Background: an optimization exercise with open tools, aiming at small area, a short achievable clock period and few clock cycles. Do not read the settings as production practice.
Only simulation tests tie the RTL to the original design; equivalence was not proved.
No activity file was given, so power comes from the tool's default toggle rates.

==> inputs of nickel <==
// mee_arith
module mee_arith (
    input  wire        clk,
    input  wire        rst,         
    input  wire        cmd_valid,   
    input  wire [31:0] cmd_word,
    input  wire [31:0] op_a,        
    input  wire [31:0] op_b,        
    input  wire [31:0] op_n,        
    input  wire        ovr_clr,     
    output reg         busy,
    output reg         done,
    output reg         ok,
    output wire [3:0]  err,
    output reg         cmdovr,
    output reg  [31:0] res,
    output wire [63:0] s,
    output wire [63:0] t
);
export LEC_CHECK = 0
export CAP_MARGIN = 20
export CORE_MARGIN = 2
export CORE_UTILIZATION = 40
export PLACE_DENSITY = 0.5
export SLEW_MARGIN = 20
create_clock -name core_clock -period 13.0 [get_ports {clk}]
standard.sh (not shown) runs the stock make flow with config.mk's settings and CLKGATE_MAP_FILE= SYNTH_SCRIPT=/design/flow/synth_recipe.tcl, a recipe that flattens the netlist after the stock synthesis.
==> flow/flow/run.sh <==
#!/bin/bash
# The standard layout (the standard.sh: standard synthesis, floorplan,
# placement, CTS, routing, finish) with the design's SDC and clock period,
# but with timing repair asked to leave 8 ns of setup slack, so that it keeps
# sizing and buffering paths until they are at most 5 ns long. make's
# full output goes to standard.log; each tool's own log is under orfs/logs.
set -euo pipefail
bash standard.sh SETUP_SLACK_MARGIN=8 finish > standard.log 2>&1
==> juniper (differences from nickel) <==
--- a/flow/design.v
+++ b/flow/design.v
@@ -46,22 +46,21 @@
     reg [3:0]  steps;       
     reg        th0m1;       
     reg        th2ge4;      
     reg        th2ge5;      
     reg  [2:0] qr;          
-    reg [31:0] yx1;         
     wire [32:0] dr, du, dv;
     wire [33:0] d2;
     mee_add #(33) add_dr (.a({1'b0, ra}), .b(~{1'b0, rb}), .ci(1'b1), .s(dr));      
     mee_add #(34) add_d2 (.a({2'b0, ra}), .b(~{1'b0, rb, 1'b0}), .ci(1'b1), .s(d2));  
     mee_add #(33) add_du (.a(u0), .b(~u1[32:0]), .ci(1'b1), .s(du));
     mee_add #(33) add_dv (.a(v0), .b(~v1[32:0]), .ci(1'b1), .s(dv));
     wire        r_ge  = ~dr[32];
     wire        sh_ok = ~d2[33];
     wire [34:0] ps2, pc2;
     wire [2:0]  qn;
-    mee_mm2 mm (.ps(u1), .pc(v1), .q(qr), .yx1(yx1), .y(v0[30:29]), .x(ra), .n(rn),
+    mee_mm2 mm (.ps(u1), .pc(v1), .q(qr), .y(v0[31:29]), .x(ra), .n(rn),
                 .th0m1(th0m1), .th2ge4(th2ge4), .th2ge5(th2ge5),
                 .ps_o(ps2), .pc_o(pc2), .q_o(qn));
     wire [34:0] psum, psumn;
     wire [34:0] cs_s = u1 ^ v1 ^ {3'b0, rn};
     wire [34:0] cs_c = {((u1[33:0] & v1[33:0]) | (u1[33:0] & {2'b0, rn}) | (v1[33:0] & {2'b0, rn})), 1'b0};
@@ -299,32 +298,29 @@
                     rn <= {rn[30:0], 1'b0};
                     ra <= {ra[30:0], 1'b0};
                     zc <= zc + 5'd1;
                 end else begin
                     qr    <= {1'b0, v0[31] && ra[31:30] != 2'b00, 1'b1};
-                    yx1   <= v0[31] ? ra : 32'd0;
                     u1    <= 35'd0;
                     v1    <= 35'd0;
                     cnt   <= 5'd15;
                     steps <= 4'd15 - zc[4:1];
                 end
             end
             ST_MM: begin
                 u1  <= ps2;
                 v1  <= pc2;
                 qr  <= qn;
-                yx1 <= v0[29] ? ra : 32'd0;
                 v0  <= {1'b0, v0[29:0], 2'b00};
                 cnt <= cnt - 5'd1;
             end
             ST_CONV: begin
                 u1  <= 35'd0;
                 v1  <= 35'd0;
                 cnt <= {1'b0, steps};
                 ra  <= pres;
                 qr  <= q1st;
-                yx1 <= y1st ? pres : 32'd0;
                 v0  <= {1'b0, ynext_r};
                 case (kind)
                 K_RED: begin
                     u0    <= {1'b0, pres};
                     rb    <= {rb[30:0], 1'b0};
@@ -367,12 +363,11 @@
 endmodule
 module mee_mm2 (
     input  wire [34:0] ps,
     input  wire [34:0] pc,
     input  wire [2:0]  q,       
-    input  wire [31:0] yx1,     
-    input  wire [1:0]  y,       
+    input  wire [2:0]  y,       
     input  wire [31:0] x,
     input  wire [31:0] n,
     input  wire        th0m1,
     input  wire        th2ge4,
     input  wire        th2ge5,
@@ -383,11 +378,11 @@
     wire [34:0] dm1 = {3'b0, n};
     wire [34:0] dp1 = ~{3'b0, n};
     wire [34:0] dp2 = ~{2'b0, n, 1'b0};
     wire [34:0] a1  = {ps[33:0], 1'b0};
     wire [34:0] b1  = {pc[33:0], 1'b0};
-    wire [34:0] c1  = {3'b0, yx1};
+    wire [34:0] c1  = y[2] ? {3'b0, x} : 35'd0;
     wire [34:0] s1  = a1 ^ b1 ^ c1;
     wire [34:0] k1  = {((a1[33:0] & b1[33:0]) | (a1[33:0] & c1[33:0]) | (b1[33:0] & c1[33:0])), 1'b0};
     wire [2:0]  q2m1, q20, q2p1, q2p2;
     mee_est e1m1 (.s(s1[33:27]), .k(k1[33:27]), .d(dm1[33:27]), .y(y[1]), .x(x[31:29]),
                   .th0m1(th0m1), .th2ge4(th2ge4), .th2ge5(th2ge5), .q(q2m1));
==> flow/run.sh (new file) <==
#!/bin/bash
# synth_recipe.tcl (not shown) runs the flow's synth.tcl, then flattens the netlist and writes it again
# the make line also repeats each setting of config.mk as NAME=value (left out here)
make -C /OpenROAD-flow-scripts/flow DESIGN_CONFIG=/design/flow/config.mk WORK_HOME=/design/flow/orfs CLKGATE_MAP_FILE= SYNTH_SCRIPT=/design/flow/synth_recipe.tcl finish
SETUP_SLACK_MARGIN = 5   (was not set)
removed: flow/flow/run.sh
removed: flow/standard.sh
==> garnet (differences from nickel) <==
--- a/flow/design.v
+++ b/flow/design.v
@@ -46,22 +46,21 @@
     reg [3:0]  steps;       
     reg        th0m1;       
     reg        th2ge4;      
     reg        th2ge5;      
     reg  [2:0] qr;          
-    reg [31:0] yx1;         
     wire [32:0] dr, du, dv;
     wire [33:0] d2;
     mee_add #(33) add_dr (.a({1'b0, ra}), .b(~{1'b0, rb}), .ci(1'b1), .s(dr));      
     mee_add #(34) add_d2 (.a({2'b0, ra}), .b(~{1'b0, rb, 1'b0}), .ci(1'b1), .s(d2));  
     mee_add #(33) add_du (.a(u0), .b(~u1[32:0]), .ci(1'b1), .s(du));
     mee_add #(33) add_dv (.a(v0), .b(~v1[32:0]), .ci(1'b1), .s(dv));
     wire        r_ge  = ~dr[32];
     wire        sh_ok = ~d2[33];
     wire [34:0] ps2, pc2;
     wire [2:0]  qn;
-    mee_mm2 mm (.ps(u1), .pc(v1), .q(qr), .yx1(yx1), .y(v0[30:29]), .x(ra), .n(rn),
+    mee_mm2 mm (.ps(u1), .pc(v1), .q(qr), .y(v0[31:29]), .x(ra), .n(rn),
                 .th0m1(th0m1), .th2ge4(th2ge4), .th2ge5(th2ge5),
                 .ps_o(ps2), .pc_o(pc2), .q_o(qn));
     wire [34:0] psum, psumn;
     wire [34:0] cs_s = u1 ^ v1 ^ {3'b0, rn};
     wire [34:0] cs_c = {((u1[33:0] & v1[33:0]) | (u1[33:0] & {2'b0, rn}) | (v1[33:0] & {2'b0, rn})), 1'b0};
@@ -299,32 +298,29 @@
                     rn <= {rn[30:0], 1'b0};
                     ra <= {ra[30:0], 1'b0};
                     zc <= zc + 5'd1;
                 end else begin
                     qr    <= {1'b0, v0[31] && ra[31:30] != 2'b00, 1'b1};
-                    yx1   <= v0[31] ? ra : 32'd0;
                     u1    <= 35'd0;
                     v1    <= 35'd0;
                     cnt   <= 5'd15;
                     steps <= 4'd15 - zc[4:1];
                 end
             end
             ST_MM: begin
                 u1  <= ps2;
                 v1  <= pc2;
                 qr  <= qn;
-                yx1 <= v0[29] ? ra : 32'd0;
                 v0  <= {1'b0, v0[29:0], 2'b00};
                 cnt <= cnt - 5'd1;
             end
             ST_CONV: begin
                 u1  <= 35'd0;
                 v1  <= 35'd0;
                 cnt <= {1'b0, steps};
                 ra  <= pres;
                 qr  <= q1st;
-                yx1 <= y1st ? pres : 32'd0;
                 v0  <= {1'b0, ynext_r};
                 case (kind)
                 K_RED: begin
                     u0    <= {1'b0, pres};
                     rb    <= {rb[30:0], 1'b0};
@@ -367,12 +363,11 @@
 endmodule
 module mee_mm2 (
     input  wire [34:0] ps,
     input  wire [34:0] pc,
     input  wire [2:0]  q,       
-    input  wire [31:0] yx1,     
-    input  wire [1:0]  y,       
+    input  wire [2:0]  y,       
     input  wire [31:0] x,
     input  wire [31:0] n,
     input  wire        th0m1,
     input  wire        th2ge4,
     input  wire        th2ge5,
@@ -383,11 +378,11 @@
     wire [34:0] dm1 = {3'b0, n};
     wire [34:0] dp1 = ~{3'b0, n};
     wire [34:0] dp2 = ~{2'b0, n, 1'b0};
     wire [34:0] a1  = {ps[33:0], 1'b0};
     wire [34:0] b1  = {pc[33:0], 1'b0};
-    wire [34:0] c1  = {3'b0, yx1};
+    wire [34:0] c1  = y[2] ? {3'b0, x} : 35'd0;
     wire [34:0] s1  = a1 ^ b1 ^ c1;
     wire [34:0] k1  = {((a1[33:0] & b1[33:0]) | (a1[33:0] & c1[33:0]) | (b1[33:0] & c1[33:0])), 1'b0};
     wire [2:0]  q2m1, q20, q2p1, q2p2;
     mee_est e1m1 (.s(s1[33:27]), .k(k1[33:27]), .d(dm1[33:27]), .y(y[1]), .x(x[31:29]),
                   .th0m1(th0m1), .th2ge4(th2ge4), .th2ge5(th2ge5), .q(q2m1));
CAP_MARGIN = 10   (was 20)
SLEW_MARGIN = 10   (was 20)
==> xenon (differences from nickel) <==
--- a/flow/design.v
+++ b/flow/design.v
@@ -46,22 +46,21 @@
     reg [3:0]  steps;       
     reg        th0m1;       
     reg        th2ge4;      
     reg        th2ge5;      
     reg  [2:0] qr;          
-    reg [31:0] yx1;         
     wire [32:0] dr, du, dv;
     wire [33:0] d2;
     mee_add #(33) add_dr (.a({1'b0, ra}), .b(~{1'b0, rb}), .ci(1'b1), .s(dr));      
     mee_add #(34) add_d2 (.a({2'b0, ra}), .b(~{1'b0, rb, 1'b0}), .ci(1'b1), .s(d2));  
     mee_add #(33) add_du (.a(u0), .b(~u1[32:0]), .ci(1'b1), .s(du));
     mee_add #(33) add_dv (.a(v0), .b(~v1[32:0]), .ci(1'b1), .s(dv));
     wire        r_ge  = ~dr[32];
     wire        sh_ok = ~d2[33];
     wire [34:0] ps2, pc2;
     wire [2:0]  qn;
-    mee_mm2 mm (.ps(u1), .pc(v1), .q(qr), .yx1(yx1), .y(v0[30:29]), .x(ra), .n(rn),
+    mee_mm2 mm (.ps(u1), .pc(v1), .q(qr), .y(v0[31:29]), .x(ra), .n(rn),
                 .th0m1(th0m1), .th2ge4(th2ge4), .th2ge5(th2ge5),
                 .ps_o(ps2), .pc_o(pc2), .q_o(qn));
     wire [34:0] psum, psumn;
     wire [34:0] cs_s = u1 ^ v1 ^ {3'b0, rn};
     wire [34:0] cs_c = {((u1[33:0] & v1[33:0]) | (u1[33:0] & {2'b0, rn}) | (v1[33:0] & {2'b0, rn})), 1'b0};
@@ -299,32 +298,29 @@
                     rn <= {rn[30:0], 1'b0};
                     ra <= {ra[30:0], 1'b0};
                     zc <= zc + 5'd1;
                 end else begin
                     qr    <= {1'b0, v0[31] && ra[31:30] != 2'b00, 1'b1};
-                    yx1   <= v0[31] ? ra : 32'd0;
                     u1    <= 35'd0;
                     v1    <= 35'd0;
                     cnt   <= 5'd15;
                     steps <= 4'd15 - zc[4:1];
                 end
             end
             ST_MM: begin
                 u1  <= ps2;
                 v1  <= pc2;
                 qr  <= qn;
-                yx1 <= v0[29] ? ra : 32'd0;
                 v0  <= {1'b0, v0[29:0], 2'b00};
                 cnt <= cnt - 5'd1;
             end
             ST_CONV: begin
                 u1  <= 35'd0;
                 v1  <= 35'd0;
                 cnt <= {1'b0, steps};
                 ra  <= pres;
                 qr  <= q1st;
-                yx1 <= y1st ? pres : 32'd0;
                 v0  <= {1'b0, ynext_r};
                 case (kind)
                 K_RED: begin
                     u0    <= {1'b0, pres};
                     rb    <= {rb[30:0], 1'b0};
@@ -367,12 +363,11 @@
 endmodule
 module mee_mm2 (
     input  wire [34:0] ps,
     input  wire [34:0] pc,
     input  wire [2:0]  q,       
-    input  wire [31:0] yx1,     
-    input  wire [1:0]  y,       
+    input  wire [2:0]  y,       
     input  wire [31:0] x,
     input  wire [31:0] n,
     input  wire        th0m1,
     input  wire        th2ge4,
     input  wire        th2ge5,
@@ -383,11 +378,11 @@
     wire [34:0] dm1 = {3'b0, n};
     wire [34:0] dp1 = ~{3'b0, n};
     wire [34:0] dp2 = ~{2'b0, n, 1'b0};
     wire [34:0] a1  = {ps[33:0], 1'b0};
     wire [34:0] b1  = {pc[33:0], 1'b0};
-    wire [34:0] c1  = {3'b0, yx1};
+    wire [34:0] c1  = y[2] ? {3'b0, x} : 35'd0;
     wire [34:0] s1  = a1 ^ b1 ^ c1;
     wire [34:0] k1  = {((a1[33:0] & b1[33:0]) | (a1[33:0] & c1[33:0]) | (b1[33:0] & c1[33:0])), 1'b0};
     wire [2:0]  q2m1, q20, q2p1, q2p2;
     mee_est e1m1 (.s(s1[33:27]), .k(k1[33:27]), .d(dm1[33:27]), .y(y[1]), .x(x[31:29]),
                   .th0m1(th0m1), .th2ge4(th2ge4), .th2ge5(th2ge5), .q(q2m1));
==> flow/flow/run.sh (replaced) <==
#!/bin/bash
# The standard layout (the standard.sh: standard synthesis, floorplan,
# placement, CTS, routing, finish) with the design's SDC and clock period,
# but with timing repair asked to leave 7 ns of setup slack, so that it keeps
# sizing and buffering paths until they are at most 6 ns long. make's
# full output goes to standard.log; each tool's own log is under orfs/logs.
set -euo pipefail
bash standard.sh SETUP_SLACK_MARGIN=7 finish > standard.log 2>&1
==> run summary <==
- In sequential cell count, juniper and garnet do not differ.
- The lowest critical path depth belongs to xenon, the highest to garnet.
- Via count, lowest first: juniper, xenon, garnet, nickel.
- Utilization: xenon is lower than nickel (1.2 points).
- Against xenon, the fmax of nickel is higher by about 7%.
- The lowest global-route usage belongs to juniper, the highest to nickel.
- Against xenon, the non-clock buffer count of garnet is higher by 99.
- Worst hold slack: juniper < xenon < garnet < nickel.
- The highest first-iteration DRC count belongs to nickel, the lowest to xenon.
- Between juniper and xenon, the lower clock power is in xenon (gap 16%, measured against xenon).
==> figures <==
item                                                              garnet     juniper       xenon      nickel
Outcome                                 no timing/DRC/antenna violations  no timing/DRC/antenna violations  no timing/DRC/antenna violations  no timing/DRC/antenna violations
R2R Path End                                                       u1[6]      u1[32]      ra[14]      u1[15]
Combinational power                                              3.57 mW     2.81 mW     3.02 mW     2.90 mW
Layout-to-synthesis area ratio                                    1.209x      1.139x      1.148x      1.181x
Tightest hold margin                                            0.452 ns    0.448 ns    0.449 ns    0.460 ns
Hold path startpoint                                            s_lo[23]    s_lo[26]    s_lo[18]      res[2]
Global Route met2 Usage                                            60.3%       58.1%       59.2%       61.3%
Psw                                                              2.86 mW     2.53 mW     2.61 mW     2.61 mW
Vert. Die Dim                                                     332 µm      332 µm      332 µm      337 µm
Multiplexer fraction of the synthesized cell area                  2.98%       2.98%       2.98%       3.11%
Clock transition at the registers of the reported paths          0.06 ns     0.07 ns     0.06 ns     0.06 ns
Unique cell type count in the Yosys netlist                           91          91          91          94
Met3 Usage GRT                                                     10.3%       9.70%       9.60%       11.1%
Power Density                                                 127 nW/µm²  120 nW/µm²  118 nW/µm²  118 nW/µm²
Share of the cycle needed by the critical path after routing       42.8%       54.2%       46.1%       42.9%
Simple logic cell fraction of the synthesized area                 13.8%       13.8%       13.8%       12.1%
Placed cell areas                                              47200 µm²   47200 µm²   47100 µm²   48400 µm²
Clock network power                                              1.64 mW     1.66 mW     1.43 mW     1.76 mW
Startpoint of the worst setup timing path                         v0[31]      ra[29]       u1[0]      v1[28]
Share of power burned in registers                                 21.1%       23.9%       24.0%       24.6%
Adder-Cell Fraction of Synth Area                                  21.1%       21.1%       21.1%       20.5%
Testbench counts of nickel, summed over its fixed seeds: cycles 296,685.
Testbench counts of juniper, summed over its fixed seeds: cycles 296,685.
Testbench counts of garnet, summed over its fixed seeds: cycles 296,685.
Testbench counts of xenon, summed over its fixed seeds: cycles 296,685.

## afterwards: timing with drivers on the ports
Ports are ideal in the flow. The routed layouts listed here were re-timed in OpenROAD. Step 1: set_driving_cell puts a clkbuf_16 on clk and a buf_2 on each other input, an assumption about the parent block. Step 2 moves the port delays by t, midway between the first and last clock arrival at a register: inputs arrive t later, outputs are due t later. That takes back most of the time a late clock gives input paths. Slacks: no drivers / after step 1 / after step 2; pairs: no drivers / after step 1.
run | shift t [ns] | slack for setup (ns) | worst slew at a driven data input, ns
nickel | 0.770 | 7.418 / 7.418 / 7.418 | 0.06
juniper | 0.738 | 5.957 / 5.957 / 5.957 | 0.06
garnet | 0.736 | 7.439 / 7.439 / 7.439 | 0.10
xenon | 0.738 | 7.011 / 7.011 / 7.011 | 0.07
After both steps setup and hold are still met in every run listed.
